This design comes from an exercise in tuning for small area on the open sky130 flow, not from production work.
Only simulation tests tie the RTL to the original design; equivalence was not proved.
Power figures rest on the tool's default switching activity, not on a simulated workload.

### flow/config.mk
export PLATFORM = sky130hd
export DESIGN_NAME = i4004_dec
export DESIGN_NICKNAME = i4004_dec
export VERILOG_FILES = /design/flow/design.v
export SDC_FILE = /design/flow/constraint.sdc
export NUM_CORES = 4
export LEC_CHECK = 0
export CAP_MARGIN = 20
export CORE_MARGIN = 2
export CORE_UTILIZATION = 40
export SLEW_MARGIN = 20
### flow/constraint.sdc
create_clock -name core_clock -period 10.0 [get_ports {clk}]
set_input_delay 2.0000 -clock core_clock [delete_from_list [all_inputs] [get_ports {clk}]]
set_output_delay 2.0000 -clock core_clock [all_outputs]
set_load 0.01 [all_outputs]
### flow/design.v
module i4004_dec (
    input  wire        clk,
    input  wire        rst,           
    input  wire [7:0]  prog_byte,     
    input  wire [3:0]  din,           
    input  wire        test,          
    output wire [11:0] fetch_addr,    
    output wire        opcode_next,   
    output reg         ev_valid,      
    output reg         ev_write,      
    output reg  [2:0]  ev_kind,       
    output reg  [2:0]  ev_bank,       
    output reg  [7:0]  ev_data,       
    output reg  [3:0]  acc,
    output reg         cy,
    output reg         fault
);
    localparam PH_START = 3'd0;
    localparam PH_JCN   = 3'd1;    
    localparam PH_ISZ   = 3'd2;    
    localparam PH_JUN   = 3'd3;    
    localparam PH_JMS   = 3'd4;    
    localparam PH_FIM   = 3'd5;    
    localparam PH_FIN   = 3'd6;    
    reg [2:0]  phase;
    reg [3:0]  stash;              
    reg [11:0] ind_addr;           
    reg [11:0] pc;
    reg [3:0]  r [0:15];
    reg [11:0] stk [0:3];
    reg [7:0]  sp;                 
    reg [2:0]  bank;
    assign fetch_addr  = (phase == PH_FIN) ? ind_addr : pc;
    assign opcode_next = (phase == PH_START);
    wire [3:0]  opr = prog_byte[7:4];
    wire [3:0]  opa = prog_byte[3:0];
    wire [11:0] pc1 = pc + 12'd1;
    wire [2:0] pp     = opa[3:1];
    wire [7:0] pair_v = {r[{pp, 1'b0}], r[{pp, 1'b1}]};
    wire [7:0] p0_v   = {r[0], r[1]};
    wire illegal = (opr == 4'h0 && opa != 4'h0) || (prog_byte == 8'hFE) || (prog_byte == 8'hFF);
    reg  [4:0] sum;
    function [3:0] kbp;
        input [3:0] x;
        begin
            case (x)
                4'd0: kbp = 4'd0;
                4'd1: kbp = 4'd1;
                4'd2: kbp = 4'd2;
                4'd4: kbp = 4'd3;
                4'd8: kbp = 4'd4;
                default: kbp = 4'hF;
            endcase
        end
    endfunction
    wire jcn_take = ((stash[2] && acc == 4'd0) || (stash[1] && cy) || (stash[0] && !test)) ^ stash[3];
    integer i;
    reg [4:0] daa_t;
    always @(posedge clk) begin
        if (rst) begin
            phase    <= PH_START;
            stash    <= 4'd0;
            ind_addr <= 12'd0;
            pc       <= 12'd0;
            for (i = 0; i < 16; i = i + 1) r[i] <= 4'd0;
            for (i = 0; i < 4; i = i + 1) stk[i] <= 12'd0;
            sp       <= 8'd0;
            bank     <= 3'd0;
            acc      <= 4'd0;
            cy       <= 1'b0;
            fault    <= 1'b0;
            ev_valid <= 1'b0;
            ev_write <= 1'b0;
            ev_kind  <= 3'd0;
            ev_bank  <= 3'd0;
            ev_data  <= 8'd0;
        end else if (!fault) begin
            ev_valid <= 1'b0;
            case (phase)
                PH_START: begin
                    if (illegal) begin
                        fault <= 1'b1;
                    end else begin
                        pc <= pc1;
                        case (opr)
                            4'h0: ;                                          
                            4'h1: begin phase <= PH_JCN; stash <= opa; end   
                            4'h2: begin
                                if (!opa[0]) begin                           
                                    phase <= PH_FIM;
                                    stash <= {1'b0, pp};
                                end else begin                               
                                    ev_valid <= 1'b1;
                                    ev_write <= 1'b0;
                                    ev_kind  <= 3'd0;
                                    ev_bank  <= bank;
                                    ev_data  <= pair_v;
                                end
                            end
                            4'h3: begin
                                if (!opa[0]) begin                           
                                    phase    <= PH_FIN;
                                    stash    <= {1'b0, pp};
                                    ind_addr <= {pc1[11:8], p0_v};
                                end else begin                               
                                    pc <= {pc1[11:8], pair_v};
                                end
                            end
                            4'h4: begin phase <= PH_JUN; stash <= opa; end   
                            4'h5: begin phase <= PH_JMS; stash <= opa; end   
                            4'h6: r[opa] <= r[opa] + 4'd1;                   
                            4'h7: begin                                      
                                r[opa] <= r[opa] + 4'd1;
                                phase  <= PH_ISZ;
                                stash  <= opa;
                            end
                            4'h8: begin                                      
                                sum = {1'b0, acc} + {1'b0, r[opa]} + {4'd0, cy};
                                acc <= sum[3:0];
                                cy  <= sum[4];
                            end
                            4'h9: begin                                      
                                sum = {1'b0, acc} + {1'b0, ~r[opa]} + {4'd0, ~cy};
                                acc <= sum[3:0];
                                cy  <= sum[4];
                            end
                            4'hA: acc <= r[opa];                             
                            4'hB: begin                                      
                                r[opa] <= acc;
                                acc    <= r[opa];
                            end
                            4'hC: begin                                      
                                acc <= opa;
                                if (sp != 8'd0) begin
                                    sp <= sp - 8'd1;
                                    pc <= stk[sp[1:0] - 2'd1];
                                end
                            end
                            4'hD: acc <= opa;                                
                            4'hE: begin
                                if (!opa[3]) begin                           
                                    ev_valid <= 1'b1;
                                    ev_write <= 1'b1;
                                    ev_kind  <= opa[2:0];
                                    ev_bank  <= bank;
                                    ev_data  <= {4'd0, acc};
                                end else begin
                                    case (opa[2:0])
                                        3'd0: begin                          
                                            sum = {1'b0, acc} + {1'b0, ~din} + {4'd0, ~cy};
                                            acc <= sum[3:0];
                                            cy  <= sum[4];
                                        end
                                        3'd3: begin                          
                                            sum = {1'b0, acc} + {1'b0, din} + {4'd0, cy};
                                            acc <= sum[3:0];
                                            cy  <= sum[4];
                                        end
                                        default: acc <= din;                 
                                    endcase
                                end
                            end
                            4'hF: begin
                                case (opa)
                                    4'h0: begin acc <= 4'd0; cy <= 1'b0; end         
                                    4'h1: cy <= 1'b0;                                
                                    4'h2: begin                                      
                                        sum = {1'b0, acc} + 5'd1;
                                        acc <= sum[3:0];
                                        cy  <= sum[4];
                                    end
                                    4'h3: cy <= !cy;                                 
                                    4'h4: acc <= ~acc;                               
                                    4'h5: begin acc <= {acc[2:0], cy}; cy <= acc[3]; end  
                                    4'h6: begin acc <= {cy, acc[3:1]}; cy <= acc[0]; end  
                                    4'h7: begin acc <= {3'd0, cy}; cy <= 1'b0; end   
                                    4'h8: begin                                      
                                        sum = {1'b0, acc} + 5'h0F;
                                        acc <= sum[3:0];
                                        cy  <= sum[4];
                                    end
                                    4'h9: begin acc <= cy ? 4'd10 : 4'd9; cy <= 1'b0; end  
                                    4'hA: cy <= 1'b1;                                
                                    4'hB: begin                                      
                                        if (acc > 4'd9 || cy) begin
                                            daa_t = {1'b0, acc} + 5'd6;
                                            acc <= daa_t[3:0];
                                            if (daa_t[4]) cy <= 1'b1;
                                        end
                                    end
                                    4'hC: acc <= kbp(acc);                           
                                    4'hD: bank <= acc[2:0];                          
                                    default: ;
                                endcase
                            end
                        endcase
                    end
                end
                PH_JCN: begin
                    if (jcn_take) pc <= {pc1[11:8], prog_byte};
                    else          pc <= pc1;
                    phase <= PH_START;
                end
                PH_ISZ: begin
                    if (r[stash] != 4'd0) pc <= {pc1[11:8], prog_byte};
                    else                  pc <= pc1;
                    phase <= PH_START;
                end
                PH_JUN: begin
                    pc    <= {stash, prog_byte};
                    phase <= PH_START;
                end
                PH_JMS: begin
                    stk[sp[1:0]] <= pc1;
                    sp    <= sp + 8'd1;
                    pc    <= {stash, prog_byte};
                    phase <= PH_START;
                end
                PH_FIM: begin
                    pc <= pc1;
                    r[{stash[2:0], 1'b0}] <= prog_byte[7:4];
                    r[{stash[2:0], 1'b1}] <= prog_byte[3:0];
                    phase <= PH_START;
                end
                PH_FIN: begin
                    r[{stash[2:0], 1'b0}] <= prog_byte[7:4];
                    r[{stash[2:0], 1'b1}] <= prog_byte[3:0];
                    phase <= PH_START;
                end
                default: phase <= PH_START;
            endcase
        end else begin
            ev_valid <= 1'b0;
        end
    end
endmodule
### flow/run.sh
#!/bin/bash
# synth_recipe.tcl (not shown) runs the flow's synth.tcl, then flattens the netlist and writes it again
# the make line also repeats each setting of config.mk as NAME=value (left out here)
make -C /OpenROAD-flow-scripts/flow DESIGN_CONFIG=/design/flow/config.mk WORK_HOME=/design/flow/orfs CLKGATE_MAP_FILE= SYNTH_SCRIPT=/design/flow/synth_recipe.tcl finish
==> summary.txt <==
## sequential cells by signal, indices dropped and copies added, names as in the netlist, named ones only
name,cells
acc,4
bank,3
cy,1
ev_bank,3
ev_data,8
ev_kind,3
ev_valid,1
ev_write,1
fault,1
ind_addr,12
pc,12
phase,3
r,64
sp,8
stash,4
stk,48
## cells in the final DEF, fill, tap and decap left out, types with 7 or more instances in the layout
master                            synthesis  routed
sky130_fd_sc_hd__nand2_1                113     113
sky130_fd_sc_hd__nand3_1                 28      27
sky130_fd_sc_hd__or3_1                    9       9
sky130_fd_sc_hd__xor2_1                  10      10
sky130_fd_sc_hd__clkdlybuf4s50_1          0      44
sky130_fd_sc_hd__fa_1                     9       9
sky130_fd_sc_hd__buf_4                    1      16
sky130_fd_sc_hd__ha_1                    29      29
sky130_fd_sc_hd__nor3_1                  21      21
sky130_fd_sc_hd__dfxtp_1                 68      68
sky130_fd_sc_hd__mux2_2                  15      15
sky130_fd_sc_hd__a31oi_1                  7       7
sky130_fd_sc_hd__a21o_1                  12      12
sky130_fd_sc_hd__edfxtp_1               112     112
sky130_fd_sc_hd__o31ai_1                  8       8
sky130_fd_sc_hd__clkbuf_16                0      17
sky130_fd_sc_hd__a21oi_1                 74      74
sky130_fd_sc_hd__a211oi_1                13      13
sky130_fd_sc_hd__nor2_1                 173     173
sky130_fd_sc_hd__mux2i_1                 28      28
sky130_fd_sc_hd__o41ai_1                  8       7
sky130_fd_sc_hd__inv_1                   38      38
sky130_fd_sc_hd__o221ai_1                 9       9
sky130_fd_sc_hd__clkinv_8                 0       7
sky130_fd_sc_hd__a22o_1                  32      32
sky130_fd_sc_hd__nand2b_1                17      17
sky130_fd_sc_hd__o22ai_1                 11      11
sky130_fd_sc_hd__o21ai_0                 69      69
sky130_fd_sc_hd__xnor2_1                 21      21
sky130_fd_sc_hd__mux4_2                  46      46
sky130_fd_sc_hd__a22oi_1                  9       9
sky130_fd_sc_hd__o211ai_1                 9       9
sky130_fd_sc_hd__and3_1                   7       7
sky130_fd_sc_hd__nor2b_1                 14      14
sky130_fd_sc_hd__nor4_1                   8       8
## per-stage QoR
step / power (W) / std cells / util [%] / worst slack (ps) / instance area (um2)
after floorplan: 0.00119 / 1197 / - / 5280 / 11600
after detailed placement: 0.00135 / 1562 / 43.0 / 4290 / 12300
after global placement: 0.00135 / 1562 / 43.0 / 4390 / 12300
final: 0.00205 / 1594 / 45.2 / 4700 / 12900
after global routing: 0.00214 / 1594 / 45.2 / 4470 / 12900
after CTS: 0.00205 / 1594 / 45.2 / 4730 / 12900
## final timing paths
check                              from                 endpoint  slack (ps)  depth (start not counted)
setup / recovery           prog_byte[6]       r[10][1]$_DFFE_PP_        4700                          9
hold / removal     bank[2]$_SDFFE_PP0P_  ev_bank[2]$_SDFFE_PP0P_         480                          2
setup reg to reg  phase[1]$_SDFFE_PP0P_       r[10][1]$_DFFE_PP_        6230                          6
hold reg to reg    bank[2]$_SDFFE_PP0P_  ev_bank[2]$_SDFFE_PP0P_         480                          2
## cells in the mapped netlist, drive strengths merged, types with 21 or more instances
cell type	instances
buf	28
nand3	28
nor2	173
a22o	32
ha	29
a21oi	74
dfxtp	68
o21ai	74
xnor2	21
mux4	46
mux2i	29
edfxtp	112
nor3	22
clkbuf	56
nand2	114
inv	38
## area by class of cell
type / instances / area (um2) / share of cell area [%]
flip-flops and latches: 180 / 4720 / 36.6
clock inverters: 15 / 198 / 1.53
inverters: 39 / 146 / 1.13
repair buffers: 65 / 586 / 4.53
clock buffers: 17 / 425 / 3.29
multi-input cells: 894 / 6350 / 49.2
well taps: 384 / 480 / 3.72
## routing by layer
| metal | part of all wire [%] | GRT usage [%] | vias up |
|---|---|---|---|
| met5 | 0 | 0 | - |
| met4 | 2.8 | 8.65 | 0 |
| met3 | 8.7 | 4.48 | 71 |
| met2 | 46 | 37.6 | 506 |
| met1 | 42 | 34.8 | 4857 |
| li1 | - | - | 4461 |
## power breakdown
| group | internal [W] | leakage (nW) | switching [W] |
|---|---|---|---|
| clock | 0.000345 | 0.302 | 0.000368 |
| combinational | 0.000182 | 2.65 | 0.000286 |
| sequential | 0.000821 | 1.71 | 0.0000534 |
## worst max-delay path, delay by kind of cell
kind            cells  cell delay (ps)
compound gates      3             1490
buf+inv             2              660
simple gates        4             1270
## logic make-up (layout without fill, tap and decap cells)
group / after synthesis / in the layout / synth area share (%)
xor+xnor: 31 / 31 / 2.35
buf+inv: 123 / 136 / 4.39
compound gates: 310 / 310 / 18.0
simple gates: 425 / 425 / 16.7
fa+ha+maj: 38 / 38 / 4.70
flops: 180 / 180 / 40.9
mux: 90 / 90 / 13.0
==> flow_summary.json <==
{
  "worst-endpoint-required_ps": 10160,
  "rows": 62,
  "core_area_mm2": 0.0285,
  "numClockSinks": 180,
  "number_of_flops_mapped_to_enable_cells_by_yosys": 112,
  "cts-root-to-sink-buffers": 2,
  "post_synth_main_area_contributors": "sky130_fd_sc_hd__edfxtp_1 29%, sky130_fd_sc_hd__dfxtp_1 12%, sky130_fd_sc_hd__mux4_2 9.0%, sky130_fd_sc_hd__nor2_1 5.6%, sky130_fd_sc_hd__nand2_1 3.7%",
  "slew_of_the_pin_with_the_lowest_slew_margin_ps": 1080,
  "io_buffer_count": 49,
  "place.gp.congestion": 0.982,
  "route.detailed.vias_per_inst": 6.21,
  "antennaDiodeCount": 0,
  "synth_warnings": 1,
  "chipHeight_um": 174,
  "critical_path.endpoint_type": "flip-flop",
  "final_net_count": 1250,
  "timing_hold_violations_final": 0,
  "detail_route.iter0.violations": 1278,
  "cts_made_buffers": 17,
  "highest_net_fanout_along_the_worst_path": 30,
  "worstPathArrival_ps": 5460,
  "synth.distinct_cells": 79,
  "power.ir.vdd_worst_mv": 0.107,
  "drv_cap": 0,
  "clock_tree.htree_level_count": 4,
  "grt_pass1_wl_mm": 57.2,
  "synthCells": 1197,
  "share_of_post_route_cells_with_drive_strength_above_1_pct": 10.5,
  "final.setup.tns_ps": 0,
  "totalWireLength_mm": 36.9,
  "clk_pin_slew_worst_paths_ps": 90,
  "drt_pass1_iterations": 5,
  "worstSetupStartpointType": "input port",
  "first_global_vias": 9397,
  "routed-via-count": 9895,
  "cts_setup_buffers": 0,
  "post_route_ant_nets": 0,
  "criticalPathCategory": "in2reg",
  "syn_area_per_cell_um2": 9.66,
  "hold-worst-slack_ps": 481,
  "place_hpwl_mm": 25.8,
  "clock-skew-final_ps": 23.8,
  "ys.flop_type": "sky130_fd_sc_hd__edfxtp_1",
  "grt_max_degree": 57,
  "global_route.overflow_total": 0,
  "filler_cell_count": 2746,
  "hp-class": "reg2reg",
  "rsz0062_at_grt": "false",
  "run_status": "no timing/DRC/antenna violations",
  "timing.slew.headroom_pct": 27.9,
  "cpMaxStageDelayCell": "sky130_fd_sc_hd__a21oi_1",
  "average_detailed_routed_wire_length_per_instance_um": 23.2,
  "post_cts.resized_instances": 0,
  "die-width_um": 174,
  "syn-cell-area_mm2": 0.0116,
  "synth-async-reset-ratio_pct": 0,
  "min_period_ps": 5300,
  "remaining_drc_errors": 0,
  "syn-num-nets": 1250,
  "ys_seq_area_share_pct": 40.9,
  "groute.usage.overall_pct": 24.5,
  "timing.critical_path.cells": "clkdlybuf4s50_1 -> buf_4 -> and4_1 -> a31oi_1 -> nor2_1 -> nor3_2 -> nand4b_1 -> a21oi_1 -> o21ai_0",
  "clk_latency_ps": 450,
  "timing.final.setup_violations": 0,
  "clock.fmax_ghz": 0.189,
  "postSynthRegisterBits": 180,
  "clock_tree_from_tritoncts": "built",
  "area.growth.synth_to_final_pct": 11.7,
  "power_per_cell_area_mw_per_mm2": 159,
  "synth.largest_area_cell": "sky130_fd_sc_hd__edfxtp_1",
  "floorplan.io_pins": 50,
  "clock_root_buffer": "sky130_fd_sc_hd__clkbuf_16",
  "cts.hold.buffers_added": 0,
  "initial_utilization_pct": 40.5,
  "cellLeakagePower_nw": 4.66,
  "timing.critical_path.slowest_cell_delay_ps": 1020,
  "die_area_mm2": 0.0303,
  "yosysTopAreaCellShare_pct": 29.1,
  "grt_antenna_before_repair": 0,
  "period_share_pct": 53.0,
  "timing_max_transition_violations_final": 0
}

-- port drivers added, routing unchanged --
No port has a modelled driver above. Below, the same layout with a new extraction and two added sets of constraints. Step 1, drivers: a clkbuf_16 drives clk and a buf_2 each remaining input, both assumed. Step 2, shift: input delay + t, output delay - t, t = (earliest + latest rising clock arrival at the registers) / 2. This alone moves slack from input paths to output paths. a / b / c = no drivers / after step 1 / after step 2; a / b = the first two.
shift t [ns]: 0.493
setup slack, ns: 4.700 / 4.730 / 4.237
worst register clock-pin slew, ns: 0.09 / 0.09
cell pins on the clock port's net: 1
After both steps this run still meets setup and hold. For this run, drivers alone change the setup slack by +0.030 ns; drivers and shift together by -0.463 ns.
